Background: an optimization exercise with open tools, aiming at small area. Do not read the settings as production practice.
Function was checked by simulation only, so behaviour that the tests miss may differ from the original.

wip/onyx:
Design crapsynth, start of the top module:
module crapsynth (
    input  wire               clk,
    input  wire               rst_n,             
    input  wire               enq_valid,
    input  wire [7:0]         enq_addr,
    input  wire [31:0]        enq_value,
    input  wire               mute_we,
    input  wire [2:0]         mute_ch,
    input  wire               mute_val,
    input  wire               sreset,
    input  wire               sreset_preserve,
    input  wire               tick,
    input  wire [11:0]        dac_out0,
    input  wire [11:0]        dac_out1,
    output wire               busy,
    output wire               done,
    output wire [4:0]         q_count,
    output reg                q_ovf,
    output wire signed [15:0] y0,
    output wire signed [15:0] y1,
    output wire signed [15:0] y2,
    output wire signed [15:0] y3,
    output wire signed [15:0] y4,
    output wire signed [15:0] y5,
    output wire signed [15:0] y6,
    output reg  signed [15:0] master,
  ...
export LEC_CHECK = 0
export CAP_MARGIN = 20
export CORE_MARGIN = 2
export CORE_UTILIZATION = 40
export SLEW_MARGIN = 20
export SYNTH_MEMORY_MAX_BITS = 65536
create_clock -name core_clock -period 20.0 [get_ports {clk}]
run.sh (not shown) runs the stock make flow with config.mk's settings and CLKGATE_MAP_FILE= SYNTH_SCRIPT=/design/flow/synth_recipe.tcl, a recipe that flattens the netlist after the stock synthesis.
#### Input delta (wip/garnet over wip/onyx)
-- flow/design.v --
<<< wip/onyx, line 372
    input  wire        armed,
    output wire        big,       
    output wire [9:0]  y
);
    wire       half = p[10];
>>> wip/garnet, line 372
    input  wire        armed,
    output wire        big,       
    output reg  [9:0]  w,
    output wire [16:0] gain
);
    wire       half = p[10];
<<< wip/onyx, line 383
    wire [8:0] fv   = (top && lowz) ? 9'd511 : fq;
    wire [9:0] sine = half ? (10'd511 - {1'b0, fv} + {9'd0, lowz}) : (10'd512 + {1'b0, fv});
    reg [9:0] w;
    always @(*) begin
        if (noise)
>>> wip/garnet, line 384
    wire [8:0] fv   = (top && lowz) ? 9'd511 : fq;
    wire [9:0] sine = half ? (10'd511 - {1'b0, fv} + {9'd0, lowz}) : (10'd512 + {1'b0, fv});
    always @(*) begin
        if (noise)
<<< wip/onyx, line 398
    assign big = (w > 10'd16);
    wire [7:0] veff = (!big && armed && pvalid) ? pvol : vol;
    wire [16:0] gain;
    cs_gain_rom u_gain (.code(veff), .gain(gain));
    wire [26:0] prod = w * gain;
    assign y = prod[25:16];
endmodule
module cs_dds (
>>> wip/garnet, line 398
    assign big = (w > 10'd16);
    wire [7:0] veff = (!big && armed && pvalid) ? pvol : vol;
    cs_gain_rom u_gain (.code(veff), .gain(gain));
endmodule
module cs_dds (
<<< wip/onyx, line 699
                .wr_zcen (ap && cmd_ch == g && cmd_typ == 4'd4),
                .value   (cmd_val[7:0]),
                .zc      (mix && ph == g),
                .big     (big),
                .vol     (vol[g]),
>>> wip/garnet, line 696
                .wr_zcen (ap && cmd_ch == g && cmd_typ == 4'd4),
                .value   (cmd_val[7:0]),
                .zc      (mix && ch == g),
                .big     (big),
                .vol     (vol[g]),
<<< wip/onyx, line 708
        end
    endgenerate
    wire [1:0] sel  = ph[1:0];
    wire [2:0] vsel = ph[2] ? 3'd4 : {1'b0, ph[1:0]};
    wire [9:0] ych;
    cs_atten u_mix (
        .p      (cap[sel][11:1]),
        .wave   (wave[sel]),
        .pw     (pw[sel]),
        .noise  (ph[2]),
        .nw     (nw),
        .vol    (vol[vsel]),
>>> wip/garnet, line 705
        end
    endgenerate
    reg  [4:0] mc;
    reg  [9:0] T;
    wire [2:0] ch   = mc[4:2];
    wire [1:0] dg   = mc[1:0];
    wire [1:0] sel  = mc[3:2];
    wire [2:0] vsel = mc[4] ? 3'd4 : {1'b0, mc[3:2]};
    wire [9:0]  w;
    wire [16:0] gain;
    cs_atten u_mix (
        .p      (cap[sel][11:1]),
        .wave   (wave[sel]),
        .pw     (pw[sel]),
        .noise  (mc[4]),
        .nw     (nw),
        .vol    (vol[vsel]),
<<< wip/onyx, line 722
        .armed  (armed[vsel]),
        .big    (big),
        .y      (ych)
    );
    wire [11:0]        dac_sel = ph[0] ? dac_out0 : dac_out1;    
    wire signed [12:0] dac_c   = $signed({1'b0, dac_sel}) - 13'sd2047;
    wire signed [10:0] dac_t   = dac_c[12:2];
    wire signed [15:0] ynew = mute[ph] ? 16'sd0
                            : (ph == 3'd5 || ph == 3'd6) ? {{5{dac_t[10]}}, dac_t}
                            : {6'd0, ych};
    reg [9:0]  yr [0:4];
>>> wip/garnet, line 724
        .armed  (armed[vsel]),
        .big    (big),
        .w      (w),
        .gain   (gain)
    );
    wire [3:0]  gd    = gain[dg*4 +: 4];
    wire [13:0] psum  = {4'd0, (dg == 2'd0) ? 10'd0 : T} + w * gd;
    wire [9:0]  Tn    = psum[13:4];
    wire [9:0]  ych   = gain[16] ? w : Tn;
    wire        isdac   = (mc[4:1] == 4'b1010);                        
    wire [11:0]        dac_sel = mc[0] ? dac_out1 : dac_out0;
    wire signed [12:0] dac_c   = $signed({1'b0, dac_sel}) - 13'sd2047;
    wire signed [10:0] dac_t   = dac_c[12:2];
    wire [2:0]         mch     = isdac ? {2'b11, mc[0]} - 3'd1 : ch;   
    wire               yv      = mix && (isdac || dg == 2'd3);         
    wire signed [15:0] ynew = mute[mch] ? 16'sd0
                            : isdac ? {{5{dac_t[10]}}, dac_t}
                            : {6'd0, ych};
    reg [9:0]  yr [0:4];
<<< wip/onyx, line 746
            y6r    <= 11'd0;
            master <= 16'sd0;
        end else if (mix) begin
            for (i = 0; i < 5; i = i + 1)
                if (ph == i) yr[i] <= ynew[9:0];
            if (ph == 3'd5) y5r <= ynew[10:0];
            if (ph == 3'd6) y6r <= ynew[10:0];
            master <= ((ph == 3'd0) ? 16'sd0 : master) + ynew;
        end
    end
    always @(posedge clk) begin
>>> wip/garnet, line 756
            y6r    <= 11'd0;
            master <= 16'sd0;
        end else if (yv) begin
            for (i = 0; i < 5; i = i + 1)
                if (mch == i) yr[i] <= ynew[9:0];
            if (mch == 3'd5) y5r <= ynew[10:0];
            if (mch == 3'd6) y6r <= ynew[10:0];
            master <= ((mc == 5'd3) ? 16'sd0 : master) + ynew;
        end
    end
    always @(posedge clk) begin
        T  <= Tn;
        mc <= mix ? mc + 5'd1 : 5'd0;
    end
    always @(posedge clk) begin
<<< wip/onyx, line 811
                ST_P1:    if (last) state <= ST_P2;
                ST_P2:    if (last) state <= ST_MIX;
                ST_MIX: if (last) begin
                    state  <= ST_IDLE;
                    done_r <= 1'b1;
>>> wip/garnet, line 825
                ST_P1:    if (last) state <= ST_P2;
                ST_P2:    if (last) state <= ST_MIX;
                ST_MIX: if (mc == 5'd21) begin
                    state  <= ST_IDLE;
                    done_r <= 1'b1;
Notes after the runs:
- Net total in the final layout, wip/garnet vs wip/onyx: down by more than 10%
- wip/garnet: minimum clock period after layout is 0.60 ns lower than what wip/onyx reported.
- Portion of the clock cycle consumed by the worst path in the final layout is lower on wip/garnet
- In the tables for wip/garnet and wip/onyx, count of non-filler cells in the finished layout reads lower with wip/garnet.
- wip/garnet vs. wip/onyx: area after synthesis decreased by about 6.4% relative to the old numbers; post-layout instance area -6.3%; total clock buffers created by CTS decreased by 2 relative to the old numbers; worst slack at placement grew by 0.53 ns.
- A critical path's slowest cell of clkinv_1 is what wip/garnet shows, while a2111oi_2 belongs to wip/onyx.

==> static timing again, ports no longer ideal <==
The results above use ideal ports. As a check the final layouts listed here were re-extracted and re-timed, cells and wires unchanged. Step 1 assumes that a clkbuf_16 drives the clock port and a buf_2 every other input. Step 2, shift: input delay + t, output delay - t, t = (earliest + latest rising clock arrival at the registers) / 2. This alone moves slack from input paths to output paths. Slacks: ideal / step 1 / step 2; pairs: ideal / step 1.
run | shift t [ns] | slack for setup (ns) | hold slack, ns | worst register clock-pin slew, ns
wip/onyx | 0.869 | 1.360 / 1.360 / 1.360 | 0.281 / 0.281 / 0.281 | 0.07 / 0.07
wip/garnet | 0.861 | 1.963 / 1.963 / 1.963 | 0.290 / 0.290 / 0.290 | 0.07 / 0.07
After both steps setup and hold are still met in every run listed.
